What follows belongs to an exercise in optimizing a design on an open flow for a short achievable clock period and few clock cycles per item; a production flow would make more cautious choices. Only simulation tests tie the RTL to the original design; equivalence was not proved. No activity file was given, so power comes from the tool's default toggle rates.

$ cat flow/constraint.sdc
create_clock -name core_clock -period 6.0 [get_ports {clk}]
set_input_delay 1.2000 -clock core_clock [delete_from_list [all_inputs] [get_ports {clk}]]
set_output_delay 1.2000 -clock core_clock [all_outputs]
set_load 0.01 [all_outputs]
$ cat flow/design.v
module mb_codec (
    input  wire        clk,
    input  wire        rst,           
    input  wire        cmd_valid,
    input  wire [31:0] cmd_word,
    output wire        cmd_ready,
    output reg         done,
    input  wire [7:0]  op_unit,
    input  wire [15:0] op_addr,
    input  wire [15:0] op_qty,
    input  wire [15:0] ib_len,
    input  wire [7:0]  vlen,
    input  wire        strict,
    output reg         ib_rd_en,
    output reg  [8:0]  ib_rd_addr,
    input  wire [7:0]  ib_rd_data,
    output reg         vb_rd_en,
    output reg  [6:0]  vb_rd_addr,
    input  wire [15:0] vb_rd_data,
    output reg         ob_wr_en,
    output reg  [8:0]  ob_wr_addr,
    output reg  [7:0]  ob_wr_data,
    output reg         ra_wr_en,
    output reg  [6:0]  ra_wr_addr,
    output reg  [15:0] ra_wr_data,
    output reg         ra_rd_en,
    output reg  [6:0]  ra_rd_addr,
    input  wire [15:0] ra_rd_data,
    output reg         fo_wr_en,
    output reg  [4:0]  fo_wr_addr,
    output reg  [81:0] fo_wr_data,
    output reg  [15:0] crcacc,
    output reg  [7:0]  status_err,
    output reg         status_isexc,
    output reg         status_crcok,
    output reg         status_rav,
    output reg  [8:0]  oblen,
    output reg  [7:0]  q_unit,
    output reg  [7:0]  q_fc,
    output reg  [15:0] q_addr,
    output reg  [15:0] q_qty,
    output reg  [7:0]  p_unit,
    output reg  [7:0]  p_fc,
    output reg  [7:0]  p_exc,
    output reg  [7:0]  p_bc,
    output reg  [7:0]  ralen,
    output reg  [1:0]  xr_t,
    output reg  [63:0] xr_m,
    output reg  [15:0] db_id,
    output reg  [7:0]  db_fc,
    output reg  [15:0] db_addr,
    output reg  [7:0]  folen
);
    localparam [15:0] BUF_CAP = 16'd512;
    localparam [7:0] E_OK       = 8'h00;
    localparam [7:0] E_MAL_REQ  = 8'h01;
    localparam [7:0] E_MAL_RSP  = 8'h02;
    localparam [7:0] E_BYTECNT  = 8'h03;
    localparam [7:0] E_MODEXC   = 8'h04;
    localparam [7:0] E_CRC      = 8'h05;
    localparam [7:0] E_ILLEGAL  = 8'h10;
    localparam [7:0] E_BUFRANGE = 8'h11;
    localparam [7:0] E_ENCRANGE = 8'h12;
    localparam [7:0] E_BLOCKED  = 8'h13;
    localparam [7:0] E_SCALE    = 8'h14;
    localparam [7:0] E_BITRANGE = 8'h15;
    localparam [7:0] E_IDXRANGE = 8'h16;
    localparam [2:0] K_U16  = 3'd0;
    localparam [2:0] K_S16  = 3'd1;
    localparam [2:0] K_U32H = 3'd2;
    localparam [2:0] K_U32L = 3'd3;
    localparam [2:0] K_HIB  = 3'd4;
    localparam [2:0] K_LOB  = 3'd5;
    localparam [2:0] K_BIT  = 3'd6;
    localparam [2:0] NRULES = 3'd5;
    localparam [2:0] C_CRCBUF = 3'd0;
    localparam [2:0] C_DECREQ = 3'd1;
    localparam [2:0] C_DECRSP = 3'd2;
    localparam [2:0] C_ENCRD  = 3'd3;
    localparam [2:0] C_ENCWS  = 3'd4;
    localparam [2:0] C_ENCWM  = 3'd5;
    localparam [2:0] C_EXT    = 3'd6;
    localparam [2:0] C_RDE    = 3'd7;
    localparam [4:0] S_IDLE    = 5'd0;
    localparam [4:0] S_CRC_RD  = 5'd1;    
    localparam [4:0] S_CRC_ACC = 5'd2;    
    localparam [4:0] S_CHK_RD0 = 5'd3;    
    localparam [4:0] S_CHK_RD1 = 5'd4;    
    localparam [4:0] S_CHK_CMP = 5'd5;    
    localparam [4:0] S_HDR_RD  = 5'd6;    
    localparam [4:0] S_HDR_CAP = 5'd7;    
    localparam [4:0] S_RA_RD   = 5'd8;    
    localparam [4:0] S_RA_HI   = 5'd9;    
    localparam [4:0] S_RA_LO   = 5'd10;   
    localparam [4:0] S_ENC_HDR = 5'd11;   
    localparam [4:0] S_VB_RD   = 5'd12;   
    localparam [4:0] S_VB_HI   = 5'd13;   
    localparam [4:0] S_VB_LO   = 5'd14;   
    localparam [4:0] S_ENC_CRC = 5'd15;   
    localparam [4:0] S_X_RD0   = 5'd16;   
    localparam [4:0] S_X_RD1   = 5'd17;   
    localparam [4:0] S_X_FIN   = 5'd18;   
    localparam [4:0] S_RDE_SCAN = 5'd19;  
    function [15:0] crc_step;
        input [15:0] a;
        input [7:0]  b;
        integer k;
        reg [15:0] t;
        begin
            t = a ^ {8'h00, b};
            for (k = 0; k < 8; k = k + 1)
                t = t[0] ? ((t >> 1) ^ 16'hA001) : (t >> 1);
            crc_step = t;
        end
    endfunction
    reg [4:0]  state;
    reg [2:0]  cmd;
    reg [15:0] n;           
    reg [9:0]  idx;         
    reg [6:0]  ri;          
    reg [15:0] wacc;        
    reg [7:0]  crc_lo;
    reg        ok;          
    reg [7:0]  hb0, hb1, hb2, hb3, hb4, hb5;   
    reg [7:0]  byte_hold;
    reg [6:0]  nval;        
    reg [2:0]  x_kind;
    reg [7:0]  x_idx;
    reg [2:0]  x_k;
    reg        x_sc;
    reg [15:0] x_fid;
    reg [15:0] x_r0;        
    reg [2:0]  rule_i;      
    reg [2:0]  fld_j;       
    reg [7:0]  rde_fc;
    reg [15:0] rde_addr;
    function [15:0] rule_addr;
        input [2:0] r;
        case (r)
            3'd0, 3'd1: rule_addr = 16'd60;
            3'd2:       rule_addr = 16'd0;
            3'd3:       rule_addr = 16'd2;
            default:    rule_addr = 16'd100;
        endcase
    endfunction
    function [7:0] rule_min;
        input [2:0] r;
        case (r)
            3'd0:       rule_min = 8'd5;
            3'd1:       rule_min = 8'd3;
            3'd2, 3'd3: rule_min = 8'd2;
            default:    rule_min = 8'd1;
        endcase
    endfunction
    function [15:0] rule_bid;
        input [2:0] r;
        rule_bid = {13'd0, r} + 16'd1;
    endfunction
    function [2:0] rule_nf;
        input [2:0] r;
        case (r)
            3'd0, 3'd4: rule_nf = 3'd5;
            3'd1:       rule_nf = 3'd3;
            default:    rule_nf = 3'd1;
        endcase
    endfunction
    function [30:0] rule_field;
        input [2:0] r;
        input [2:0] j;
        case (r)
            3'd0: rule_field = {16'd1 + {13'd0, j}, (j == 3'd4) ? K_S16 : K_U16, 5'd0, j, 3'd0, 1'b1};
            3'd1: rule_field = {16'd1 + {13'd0, j}, K_U16, 5'd0, j, 3'd0, 1'b1};
            3'd2: rule_field = {16'd10, K_U32H, 8'd0, 3'd0, 1'b0};
            3'd3: rule_field = {16'd11, K_U32L, 8'd0, 3'd0, 1'b1};
            default: begin
                case (j)
                    3'd0:    rule_field = {16'd20, K_HIB, 8'd0, 3'd0, 1'b0};
                    3'd1:    rule_field = {16'd21, K_LOB, 8'd0, 3'd0, 1'b0};
                    default: rule_field = {16'd20 + {13'd0, j}, K_BIT, 8'd0, j - 3'd2, 1'b0};
                endcase
            end
        endcase
    endfunction
    function [65:0] extract;
        input [2:0]  kind;
        input [2:0]  k;
        input        sc;
        input [15:0] r0;
        input [15:0] r1;
        case (kind)
            K_U16:   extract = {1'b0, sc, 48'd0, r0};
            K_S16:   extract = {1'b0, sc, {48{r0[15]}}, r0};
            K_U32H:  extract = {1'b0, sc, 32'd0, r0, r1};
            K_U32L:  extract = {1'b0, sc, 32'd0, r1, r0};
            K_HIB:   extract = {2'd0, 56'd0, r0[15:8]};
            K_LOB:   extract = {2'd0, 56'd0, r0[7:0]};
            default: extract = {2'd2, 63'd0, r0[k]};
        endcase
    endfunction
    wire x_span2 = (x_kind == K_U32H) || (x_kind == K_U32L);
    wire [65:0] x_val = extract(x_kind, x_k, x_sc, x_r0, ra_rd_data);
    wire [30:0] cur_field = rule_field(rule_i, fld_j);
    assign cmd_ready = (state == S_IDLE);
    wire [7:0] opc       = cmd_word[7:0];
    wire       upper_zero = (cmd_word[31:8] == 24'd0);
    wire       is_init   = (opc == 8'h01) && upper_zero;
    wire       is_byte   = (opc == 8'h02) && (cmd_word[31:16] == 16'd0);
    wire       is_crcbuf = (opc == 8'h03) && upper_zero;
    wire       is_encrd  = (opc == 8'h10) && upper_zero;
    wire       is_encws  = (opc == 8'h11) && upper_zero;
    wire       is_encwm  = (opc == 8'h12) && upper_zero;
    wire       is_decreq = (opc == 8'h20) && upper_zero;
    wire       is_decrsp = (opc == 8'h21) && upper_zero;
    wire       is_sreset = (opc == 8'h7F) && upper_zero;
    wire       is_ext_sc = (opc[7:2] == 6'b001100) && (cmd_word[31:22] == 10'd0) && (cmd_word[19:16] == 4'd0);
    wire       is_ext_hl = ((opc == 8'h34) || (opc == 8'h35)) && (cmd_word[31:16] == 16'd0);
    wire       is_ext_bit = (opc == 8'h36) && (cmd_word[31:20] == 12'd0);
    wire       is_rde    = (opc == 8'h38) && (cmd_word[31:16] == 16'd0);
    wire [2:0] ext_kind  = opc[2:0];
    wire [8:0] ext_end   = {1'b0, cmd_word[15:8]} + ((opc[2:1] == 2'b01 && !opc[2]) ? 9'd2 : 9'd1);
    reg [7:0] enc_byte;
    always @(*) begin
        case (idx[2:0])
            3'd0: enc_byte = op_unit;
            3'd1: enc_byte = (cmd == C_ENCRD) ? 8'h03 : (cmd == C_ENCWS) ? 8'h06 : 8'h10;
            3'd2: enc_byte = op_addr[15:8];
            3'd3: enc_byte = op_addr[7:0];
            3'd4: enc_byte = (cmd == C_ENCWM) ? 8'h00 : op_qty[15:8];
            3'd5: enc_byte = (cmd == C_ENCWM) ? {1'b0, nval} : op_qty[7:0];
            default: enc_byte = {nval, 1'b0};
        endcase
    end
    wire [3:0] enc_hdr_len = (cmd == C_ENCWM) ? 4'd7 : 4'd6;
    always @(*) begin
        ib_rd_en   = 1'b0;
        ib_rd_addr = idx[8:0];
        vb_rd_en   = 1'b0;
        vb_rd_addr = ri;
        ob_wr_en   = 1'b0;
        ob_wr_addr = idx[8:0];
        ob_wr_data = 8'h00;
        ra_wr_en   = 1'b0;
        ra_wr_addr = ri;
        ra_wr_data = {byte_hold, ib_rd_data};
        ra_rd_en   = 1'b0;
        ra_rd_addr = x_idx[6:0];
        fo_wr_en   = 1'b0;
        fo_wr_addr = {2'b00, fld_j};
        fo_wr_data = {x_fid, x_val};
        case (state)
            S_CRC_RD:  ib_rd_en = 1'b1;
            S_CHK_RD0: begin ib_rd_en = 1'b1; ib_rd_addr = n[8:0] - 9'd2; end
            S_CHK_RD1: begin ib_rd_en = 1'b1; ib_rd_addr = n[8:0] - 9'd1; end
            S_HDR_RD:  ib_rd_en = 1'b1;
            S_RA_RD:   ib_rd_en = 1'b1;
            S_RA_HI:   ib_rd_en = 1'b1;
            S_RA_LO:   ra_wr_en = 1'b1;
            S_ENC_HDR: begin ob_wr_en = 1'b1; ob_wr_data = enc_byte; end
            S_VB_RD:   vb_rd_en = (ri != nval);
            S_VB_HI:   begin ob_wr_en = 1'b1; ob_wr_data = vb_rd_data[15:8]; end
            S_VB_LO:   begin ob_wr_en = 1'b1; ob_wr_data = byte_hold; end
            S_ENC_CRC: begin ob_wr_en = 1'b1; ob_wr_data = (ri[0] ? wacc[15:8] : wacc[7:0]); end
            S_X_RD0:   ra_rd_en = 1'b1;
            S_X_RD1:   begin ra_rd_en = x_span2; ra_rd_addr = x_idx[6:0] + 7'd1; end
            S_X_FIN:   fo_wr_en = (cmd == C_RDE);
            default: ;
        endcase
    end
    task fail_req;
        input [7:0] code;
        begin
            q_unit <= 8'h00; q_fc <= 8'h00; q_addr <= 16'h0000; q_qty <= 16'h0000;
            status_crcok <= 1'b0;
            status_err   <= code;
        end
    endtask
    task fail_rsp;
        input [7:0] code;
        begin
            p_unit <= 8'h00; p_fc <= 8'h00; p_exc <= 8'h00; p_bc <= 8'h00; ralen <= 8'h00;
            status_isexc <= 1'b0; status_crcok <= 1'b0; status_rav <= 1'b0;
            status_err   <= code;
        end
    endtask
    task reset_all;
        begin
            state <= S_IDLE;
            done  <= 1'b0;
            crcacc <= 16'hFFFF;
            status_err <= 8'h00; status_isexc <= 1'b0; status_crcok <= 1'b0; status_rav <= 1'b0;
            oblen <= 9'd0;
            q_unit <= 8'h00; q_fc <= 8'h00; q_addr <= 16'h0000; q_qty <= 16'h0000;
            p_unit <= 8'h00; p_fc <= 8'h00; p_exc <= 8'h00; p_bc <= 8'h00; ralen <= 8'h00;
            xr_t <= 2'd0; xr_m <= 64'd0;
            db_id <= 16'd0; db_fc <= 8'd0; db_addr <= 16'd0; folen <= 8'd0;
        end
    endtask
    task fail_ext;
        input [7:0] code;
        begin
            xr_t <= 2'd0; xr_m <= 64'd0; status_err <= code;
        end
    endtask
    wire [15:0] n_cmp_bc = 16'd5 + {8'h00, hb2};
    always @(posedge clk) begin
        if (rst) begin
            reset_all;
        end else begin
            done <= 1'b0;
            case (state)
            S_IDLE: begin
                if (cmd_valid) begin
                    n    <= ib_len;
                    nval <= vlen[6:0];
                    idx  <= 10'd0;
                    ri   <= 7'd0;
                    wacc <= 16'hFFFF;
                    if (is_init) begin
                        crcacc <= 16'hFFFF; status_err <= E_OK; done <= 1'b1;
                    end else if (is_byte) begin
                        crcacc <= crc_step(crcacc, cmd_word[15:8]); status_err <= E_OK; done <= 1'b1;
                    end else if (is_sreset) begin
                        reset_all;
                        done <= 1'b1;
                    end else if (is_crcbuf) begin
                        cmd <= C_CRCBUF;
                        if (ib_len > BUF_CAP) begin
                            crcacc <= 16'hFFFF; status_err <= E_BUFRANGE; done <= 1'b1;
                        end else
                            state <= S_CRC_RD;
                    end else if (is_decreq) begin
                        cmd <= C_DECREQ;
                        if (ib_len > BUF_CAP) begin
                            fail_req(E_BUFRANGE); done <= 1'b1;
                        end else if (ib_len < 16'd8) begin
                            fail_req(E_MAL_REQ); done <= 1'b1;
                        end else
                            state <= S_CRC_RD;
                    end else if (is_decrsp) begin
                        cmd <= C_DECRSP;
                        if (ib_len > BUF_CAP) begin
                            fail_rsp(E_BUFRANGE); done <= 1'b1;
                        end else if (ib_len < 16'd5) begin
                            fail_rsp(E_MAL_RSP); done <= 1'b1;
                        end else
                            state <= S_CRC_RD;
                    end else if (is_encrd || is_encws) begin
                        cmd   <= is_encrd ? C_ENCRD : C_ENCWS;
                        state <= S_ENC_HDR;
                    end else if (is_ext_sc || is_ext_hl || is_ext_bit) begin
                        cmd    <= C_EXT;
                        x_kind <= ext_kind;
                        x_idx  <= cmd_word[15:8];
                        x_k    <= cmd_word[18:16];
                        x_sc   <= cmd_word[20];
                        if (!status_rav) begin
                            fail_ext(E_BLOCKED); done <= 1'b1;
                        end else if (is_ext_sc && cmd_word[21]) begin
                            fail_ext(E_SCALE); done <= 1'b1;
                        end else if (is_ext_bit && cmd_word[19]) begin
                            fail_ext(E_BITRANGE); done <= 1'b1;
                        end else if (ext_end > {1'b0, ralen}) begin
                            fail_ext(E_IDXRANGE); done <= 1'b1;
                        end else
                            state <= S_X_RD0;
                    end else if (is_rde) begin
                        cmd      <= C_RDE;
                        rde_fc   <= cmd_word[15:8];
                        rde_addr <= op_addr;
                        rule_i   <= 3'd0;
                        fld_j    <= 3'd0;
                        if (!status_rav) begin
                            db_id <= 16'd0; db_fc <= 8'd0; db_addr <= 16'd0; folen <= 8'd0;
                            status_err <= E_BLOCKED; done <= 1'b1;
                        end else
                            state <= S_RDE_SCAN;
                    end else if (is_encwm) begin
                        cmd <= C_ENCWM;
                        if (vlen > 8'd127) begin
                            oblen <= 9'd0; status_err <= E_ENCRANGE; done <= 1'b1;
                        end else
                            state <= S_ENC_HDR;
                    end else begin
                        status_err <= E_ILLEGAL; done <= 1'b1;
                    end
                end
            end
            S_CRC_RD: begin
                if (cmd == C_CRCBUF ? ({6'd0, idx} == n) : ({6'd0, idx} == n - 16'd2)) begin
                    if (cmd == C_CRCBUF) begin
                        crcacc <= wacc; status_err <= E_OK; done <= 1'b1;
                        state  <= S_IDLE;
                    end else
                        state <= S_CHK_RD0;
                end else
                    state <= S_CRC_ACC;
            end
            S_CRC_ACC: begin
                wacc  <= crc_step(wacc, ib_rd_data);
                idx   <= idx + 10'd1;
                state <= S_CRC_RD;
            end
            S_CHK_RD0: state <= S_CHK_RD1;
            S_CHK_RD1: begin
                crc_lo <= ib_rd_data;
                state  <= S_CHK_CMP;
            end
            S_CHK_CMP: begin
                ok  <= (wacc == {ib_rd_data, crc_lo});
                idx <= 10'd0;
                if (strict && (wacc != {ib_rd_data, crc_lo})) begin
                    if (cmd == C_DECREQ) fail_req(E_CRC);
                    else                 fail_rsp(E_CRC);
                    done  <= 1'b1;
                    state <= S_IDLE;
                end else
                    state <= S_HDR_RD;
            end
            S_HDR_RD: state <= S_HDR_CAP;
            S_HDR_CAP: begin
                case (idx[2:0])
                    3'd0: hb0 <= ib_rd_data;
                    3'd1: hb1 <= ib_rd_data;
                    3'd2: hb2 <= ib_rd_data;
                    3'd3: hb3 <= ib_rd_data;
                    3'd4: hb4 <= ib_rd_data;
                    default: hb5 <= ib_rd_data;
                endcase
                idx <= idx + 10'd1;
                if (cmd == C_DECREQ && idx == 10'd5) begin
                    q_unit <= hb0; q_fc <= hb1;
                    q_addr <= {hb2, hb3}; q_qty <= {hb4, ib_rd_data};
                    status_crcok <= ok; status_err <= E_OK;
                    done <= 1'b1; state <= S_IDLE;
                end else if (cmd == C_DECRSP && idx == 10'd2) begin
                    if (hb1[7]) begin
                        p_unit <= hb0; p_fc <= hb1; p_exc <= ib_rd_data; p_bc <= 8'h00;
                        ralen <= 8'h00;
                        status_isexc <= 1'b1; status_crcok <= ok; status_rav <= 1'b0;
                        status_err <= E_MODEXC;
                        done <= 1'b1; state <= S_IDLE;
                    end else if (n < 16'd5 + {8'h00, ib_rd_data}) begin
                        fail_rsp(E_BYTECNT); done <= 1'b1; state <= S_IDLE;
                    end else if (ib_rd_data[0]) begin
                        fail_rsp(E_MAL_RSP); done <= 1'b1; state <= S_IDLE;
                    end else begin
                        idx   <= 10'd3;
                        ri    <= 7'd0;
                        state <= S_RA_RD;
                    end
                end else
                    state <= S_HDR_RD;
            end
            S_RA_RD: begin
                if (ri == hb2[7:1]) begin
                    p_unit <= hb0; p_fc <= hb1; p_exc <= 8'h00; p_bc <= hb2;
                    ralen <= {1'b0, hb2[7:1]};
                    status_isexc <= 1'b0; status_crcok <= ok; status_rav <= 1'b1;
                    status_err <= E_OK;
                    done <= 1'b1; state <= S_IDLE;
                end else begin
                    idx   <= idx + 10'd1;
                    state <= S_RA_HI;
                end
            end
            S_RA_HI: begin
                byte_hold <= ib_rd_data;
                idx     <= idx + 10'd1;
                state   <= S_RA_LO;
            end
            S_RA_LO: begin
                ri    <= ri + 7'd1;
                state <= S_RA_RD;
            end
            S_ENC_HDR: begin
                wacc <= crc_step(wacc, enc_byte);
                idx  <= idx + 10'd1;
                if (idx[3:0] == enc_hdr_len - 4'd1) begin
                    ri    <= 7'd0;
                    state <= (cmd == C_ENCWM) ? S_VB_RD : S_ENC_CRC;
                end
            end
            S_VB_RD: begin
                if (ri == nval) begin
                    ri    <= 7'd0;
                    state <= S_ENC_CRC;
                end else
                    state <= S_VB_HI;
            end
            S_VB_HI: begin
                wacc    <= crc_step(wacc, vb_rd_data[15:8]);
                byte_hold <= vb_rd_data[7:0];
                idx     <= idx + 10'd1;
                state   <= S_VB_LO;
            end
            S_VB_LO: begin
                wacc  <= crc_step(wacc, byte_hold);
                idx   <= idx + 10'd1;
                ri    <= ri + 7'd1;
                state <= S_VB_RD;
            end
            S_ENC_CRC: begin
                idx <= idx + 10'd1;
                ri  <= ri + 7'd1;
                if (ri[0]) begin
                    oblen <= idx[8:0] + 9'd1;
                    status_err <= E_OK;
                    done <= 1'b1; state <= S_IDLE;
                end
            end
            S_RDE_SCAN: begin
                if (rule_addr(rule_i) == rde_addr && rule_min(rule_i) <= ralen) begin
                    db_id   <= rule_bid(rule_i);
                    db_fc   <= rde_fc;
                    db_addr <= rde_addr;
                    folen   <= {5'd0, rule_nf(rule_i)};
                    fld_j   <= 3'd0;
                    {x_fid, x_kind, x_idx, x_k, x_sc} <= rule_field(rule_i, 3'd0);
                    state   <= S_X_RD0;
                end else if (rule_i == NRULES - 3'd1) begin
                    db_id <= 16'd0; db_fc <= rde_fc; db_addr <= rde_addr; folen <= 8'd0;
                    status_err <= E_OK;
                    done <= 1'b1; state <= S_IDLE;
                end else
                    rule_i <= rule_i + 3'd1;
            end
            S_X_RD0: state <= S_X_RD1;
            S_X_RD1: begin
                x_r0  <= ra_rd_data;
                state <= S_X_FIN;
            end
            S_X_FIN: begin
                if (cmd == C_EXT) begin
                    {xr_t, xr_m} <= x_val;
                    status_err <= E_OK;
                    done <= 1'b1; state <= S_IDLE;
                end else if (fld_j == rule_nf(rule_i) - 3'd1) begin
                    status_err <= E_OK;
                    done <= 1'b1; state <= S_IDLE;
                end else begin
                    fld_j <= fld_j + 3'd1;
                    {x_fid, x_kind, x_idx, x_k, x_sc} <= rule_field(rule_i, fld_j + 3'd1);
                    state <= S_X_RD0;
                end
            end
            default: state <= S_IDLE;
            endcase
        end
    end
endmodule
$ cat flow/config.mk
export PLATFORM = sky130hd
export DESIGN_NAME = mb_codec
export DESIGN_NICKNAME = mb_codec
export VERILOG_FILES = /design/flow/design.v
export SDC_FILE = /design/flow/constraint.sdc
export NUM_CORES = 4
export LEC_CHECK = 0
export CAP_MARGIN = 20
export CORE_MARGIN = 2
export CORE_UTILIZATION = 40
export SLEW_MARGIN = 20
$ cat flow/run.sh
#!/bin/bash
# synth_recipe.tcl (not shown) runs the flow's synth.tcl, then flattens the netlist and writes it again
# the make line also repeats each setting of config.mk as NAME=value (left out here)
make -C /OpenROAD-flow-scripts/flow DESIGN_CONFIG=/design/flow/config.mk WORK_HOME=/design/flow/orfs CLKGATE_MAP_FILE= SYNTH_SCRIPT=/design/flow/synth_recipe.tcl finish
==> impl.org <==
** Floorplan
- Die X-Extent :: 233.1 um
- The core region is 0.05161 mm^2.
- Initial Utilization :: 0.4069
- In this run the count of I/O pins placed on the die edge is 536.
- Cell Rows :: 83
- The floorplan step set the die height to 233.1 um.
- The die covers 0.05434 mm^2.

** Placed design
- The count of buffers added on input and output ports is 500.
- Final weighted congestion in routability-driven placement :: 0.9723
- Detailed placement finished with a half-perimeter wire length of 63230 um.

** Worst setup path
- Endpoint of the worst register-to-register path :: wacc[0]
- STA puts the critical path data arrival time at 4.35 ns.
- Category of the worst setup path capture point :: primary output
- Largest driver fanout on the critical path :: 11
- Critical register-to-register path startpoint :: idx[0]
- For the worst setup path, the data required time is 4.80 ns.
- The number of cells on the worst reg-to-reg path is 14.
- The worst setup path is of the register to primary output kind.
- For flop-to-flop paths, the worst setup slack is 1.26 ns.
- The worst setup path is launched from a register.

** Layout
- In the final layout, the share of cells above drive strength 1 is 0.07501.
- Relative area change from synthesis to final layout :: 30.36%
- The final layout contains 2881 nets.
- Count of filler cells inserted in the layout :: 4753
- Area taken by multi-input logic gates :: 0.01020 mm^2
- The sequential cells in the finished layout cover a total of 0.009119 mm^2.

** Timing
- The routed design could run at a clock period as short as 5.554 ns.
- Setup repair after global routing left no endpoint under its margin.
- Transition time of the tightest slew-check pin :: 1.028 ns
- Max Clk Rate :: 0.1800 GHz
- The number of max-slew violations in the final report is 0.
- The worst pin sits at a relative slew slack of 0.3138.
- Number of endpoints failing setup at the final stage :: 0
- Final critical-path share of the clock period :: 0.9257
- Final Hold Vio Count :: 0
- Setup total negative slack on the finished layout was measured at 0 ns.
- For the final database, setup skew stands at 0.02700 ns.

** Route
- Detailed-routing iteration count for the pre-antenna-repair pass :: 7
- In this run, the number of DRC markers left after iteration 0 of detailed routing was 2063.
- Detailed Route WL :: 83780 um
- Detailed-route DRC error count :: 0
- Met3 wire len :: 6478 um
- In this run the top signal layer used is met5.
- Routed via count divided by cell count :: 5.740
- Post-route antenna net violation count :: 0
- Detailed routing placed a total of 39190 um of wire on met2.
- Post-route met1 wirelength :: 35900 um
- The routed layout has 19.61k vias.
- Routed wirelength normalized by instance count :: 24.53 um

** Yosys
- By area, the combinational part of the netlist is dominated by simple AND/OR/NAND/NOR gates.
- Synthesis produced a netlist whose cell count is 2342.
- Most area-hungry cell type in the Yosys netlist :: sky130_fd_sc_hd__edfxtp_1
- For this run, the number of Yosys warnings is 1.
- Compound-Gate Fraction of Synth Area :: 0.1501
- Area share of the largest cell type after synthesis :: 0.2588
- Number of enable-type register cells in the synthesized netlist :: 181
- Sorting the synthesized cells by area gives the leading types as sky130_fd_sc_hd__edfxtp_1 26%, sky130_fd_sc_hd__dfxtp_1 18%, sky130_fd_sc_hd__nand2_1 5.0%.
- The most used flip-flop cell after synthesis is sky130_fd_sc_hd__dfxtp_1.
- A synthesized cell averages 8.966 um^2.
- Leading post-synthesis cells by instance count :: 278 x sky130_fd_sc_hd__nand2_1, 208 x sky130_fd_sc_hd__a21oi_1, 184 x sky130_fd_sc_hd__dfxtp_1
- Of the total synthesized cell area, the portion taken by XOR and XNOR cells is 0.08008.
- Post-synthesis simple-gate area fraction :: 0.1906
- Area of the mapped netlist :: 0.02100 mm^2
- Dominant cell by count in the synthesized netlist :: sky130_fd_sc_hd__nand2_1
- The netlist uses 83 different library cells.
- Of the total synthesized cell area, the portion taken by full adders, half adders and majority gates is 0.02538.
- Seq/Total Area, Yosys :: 0.4342
- Total of flip-flops plus latches after synthesis :: 365
- For this run, asynchronously set or reset flops after synthesis account for 0.
- Multiplexer fraction of the synthesized cell area :: 0.03003

** Clock tree
- Largest buffer count on any clock path :: 3
- In this run the number of H-tree levels came out at 2.
- Post-CTS timing repair inserted 0 buffers for setup.
- TritonCTS built the clock tree.
- Number of CTS-inserted buffers :: 42
- Clock-pin slew was measured on the worst setup and hold paths at 0.06 ns.
- The number of gates resized after CTS was 0.
- After clock tree synthesis, the flow added hold-fix buffers numbering 0.
- The later pin in the worst-skew pair is clocked with a latency of 0.59 ns.
- Clock tree synthesis selected as its root buffer the cell sky130_fd_sc_hd__clkbuf_16.
- Number of sinks handled by clock tree synthesis :: 365

** Power and ir drop
- Max IR drop VDD :: 0.0002032 V
- Leak :: 0.009245 uW
- Overall power consumption after layout is estimated at 5831 uW.
- For this design the ratio of total power to cell area is 213.0 mW/mm^2.

** Worst hold path
- Class of the tightest hold or removal check :: register to register
- Along the worst hold path, the cell count comes to 2.
- The worst hold path begins at q_addr[3].
- The path with the worst hold slack has its endpoint at q_addr[3].

** Run status
- Outcome :: finished clean

** Global routing
- In the global route stage, overall resource usage came out at 0.2973.
- The initial antenna violation count came to 3.
- The via count of the first global-routing pass came to 18.17k.
- Largest net degree at the start of global routing :: 79
- Final global-route overflow total :: 0
- Global-route wire length before repair :: 121200 um

** Job
- Total of max-cap violations :: 0
layout make-up:
type	count	area share
clock buffers	63	0.04694
clock inverters	15	0.006353
well taps	680	0.03108
multi-input cells	1671	0.3727
diodes	3	0.0002742
repair buffers	571	0.2029
flip-flops and latches	365	0.3331
inverters	48	0.006582
placed cells by master (no fill, tap or decap), types with 8 or more instances in the layout:
cell type	n
sky130_fd_sc_hd__a211oi_1	12
sky130_fd_sc_hd__a21oi_1	207
sky130_fd_sc_hd__a221o_1	9
sky130_fd_sc_hd__a222oi_1	16
sky130_fd_sc_hd__a22oi_1	18
sky130_fd_sc_hd__a31oi_1	15
sky130_fd_sc_hd__a31oi_2	10
sky130_fd_sc_hd__and2_1	16
sky130_fd_sc_hd__and3_1	19
sky130_fd_sc_hd__buf_4	69
sky130_fd_sc_hd__clkbuf_1	10
sky130_fd_sc_hd__clkbuf_16	46
sky130_fd_sc_hd__clkdlybuf4s50_1	499
sky130_fd_sc_hd__conb_1	35
sky130_fd_sc_hd__dfxtp_1	184
sky130_fd_sc_hd__edfxtp_1	181
sky130_fd_sc_hd__ha_1	41
sky130_fd_sc_hd__inv_1	47
sky130_fd_sc_hd__mux2_2	20
sky130_fd_sc_hd__mux2i_1	36
sky130_fd_sc_hd__nand2_1	278
sky130_fd_sc_hd__nand2b_1	19
sky130_fd_sc_hd__nand3_1	173
sky130_fd_sc_hd__nand4_1	21
sky130_fd_sc_hd__nor2_1	166
sky130_fd_sc_hd__nor2b_1	24
sky130_fd_sc_hd__nor3_1	48
sky130_fd_sc_hd__nor4_1	29
sky130_fd_sc_hd__o211ai_1	15
sky130_fd_sc_hd__o21ai_0	70
sky130_fd_sc_hd__o22ai_1	34
sky130_fd_sc_hd__or3_1	13
sky130_fd_sc_hd__or4_1	8
sky130_fd_sc_hd__xnor2_1	119
sky130_fd_sc_hd__xor2_1	73
logic make-up (layout without fill, tap and decap cells):
kind of cell | Yosys count | after routing
simple gates | 853 | 853
compound gates | 491 | 491
fa+ha+maj | 42 | 42
buf+inv | 340 | 697
flops | 365 | 365
xor+xnor | 192 | 192
other cells | 1 | 38
mux | 58 | 58
stage by stage:
step / instance area [um^2] / setup slack, ns / instances / hold slack, ns / utilization
CTS: 27340 / 0.4116 / 3411 / 0.4500 / 0.5297
global route: 27370 / 0.3042 / 3414 / 0.4729 / 0.5303
floorplan: 21130 / 1.284 / 2376 / 0.4761 / -
detailed placement: 25880 / 0.6580 / 3333 / 0.4422 / 0.5015
finish: 27370 / 0.4458 / 3416 / 0.4484 / 0.5304
global placement: 25860 / 0.6950 / 3332 / 0.4400 / 0.5010
worst max-delay path by stage:
stage | from | end | cells past startpoint
2_1_floorplan | ib_rd_data[3] | ri[0] | 11
6_report | idx[0] | ob_wr_data[6] | 9
3_5_place_dp | cmd_word[2] | status_err[1] | 15
4_1_cts | idx[0] | ob_wr_data[6] | 9
3_3_place_gp | cmd_word[2] | status_err[0] | 15
5_1_grt | idx[0] | ob_wr_data[6] | 9
power by group:
| part | internal, uW | switching (uW) |
|---|---|---|
| Sequential | 2620 | 21.6 |
| Combinational | 220 | 265 |
| Clock | 1590 | 1110 |
| Total | 4430 | 1400 |
metal layers:
layer  GRT usage  up-vias
met5           0        -
met4     0.08141        2
met3     0.04675      126
met2      0.4815      968
met1      0.4114     9588
li1            -     8925
sequential cells by signal, summed over array words and instances (netlist names), 9 cells and up:
| register | cells |
|---|---|
| q_qty | 16 |
| xr_m | 33 |
| db_addr | 16 |
| n | 16 |
| oblen | 9 |
| idx | 10 |
| rde_addr | 16 |
| q_addr | 16 |
| x_r0 | 16 |
| wacc | 16 |
| crcacc | 16 |
critical path: stages, from the launching register on:
cell and delay, ns:
sky130_fd_sc_hd__edfxtp_1 0.59, sky130_fd_sc_hd__inv_1 0.21, sky130_fd_sc_hd__ha_1 0.31, sky130_fd_sc_hd__nor2b_1 0.66, sky130_fd_sc_hd__buf_4 0.28, sky130_fd_sc_hd__nor4_1 0.07
sky130_fd_sc_hd__a2111oi_0 0.74, sky130_fd_sc_hd__buf_4 0.28, sky130_fd_sc_hd__o211ai_1 0.10, sky130_fd_sc_hd__clkdlybuf4s50_1 0.53
Testbench counts, summed over its fixed seeds: cycles 113,283, commands 2,400.

==> static timing again, ports no longer ideal <==
No port has a modelled driver above. Below, the same layout with a new extraction and two added sets of constraints. Step 1 sets driving cells, clkbuf_16 on the clock port and buf_2 on the other inputs (assumed; they add their load-dependent delay and slew). Step 2 also shifts input and output timing later by t, the mid clock arrival at the registers, as if the neighbouring blocks saw the same clock. Slacks: ideal / step 1 / step 2; pairs: ideal / step 1.
shift t [ns]: 0.636
slack for setup (ns): 0.446 / 0.389 / 0.573
slew at the worst register clock pin (ns): 0.06 / 0.06
pins driven straight from the clock port: 1
After both steps this run still meets setup and hold. For this run, drivers alone change the setup slack by -0.057 ns; drivers and shift together by +0.127 ns.
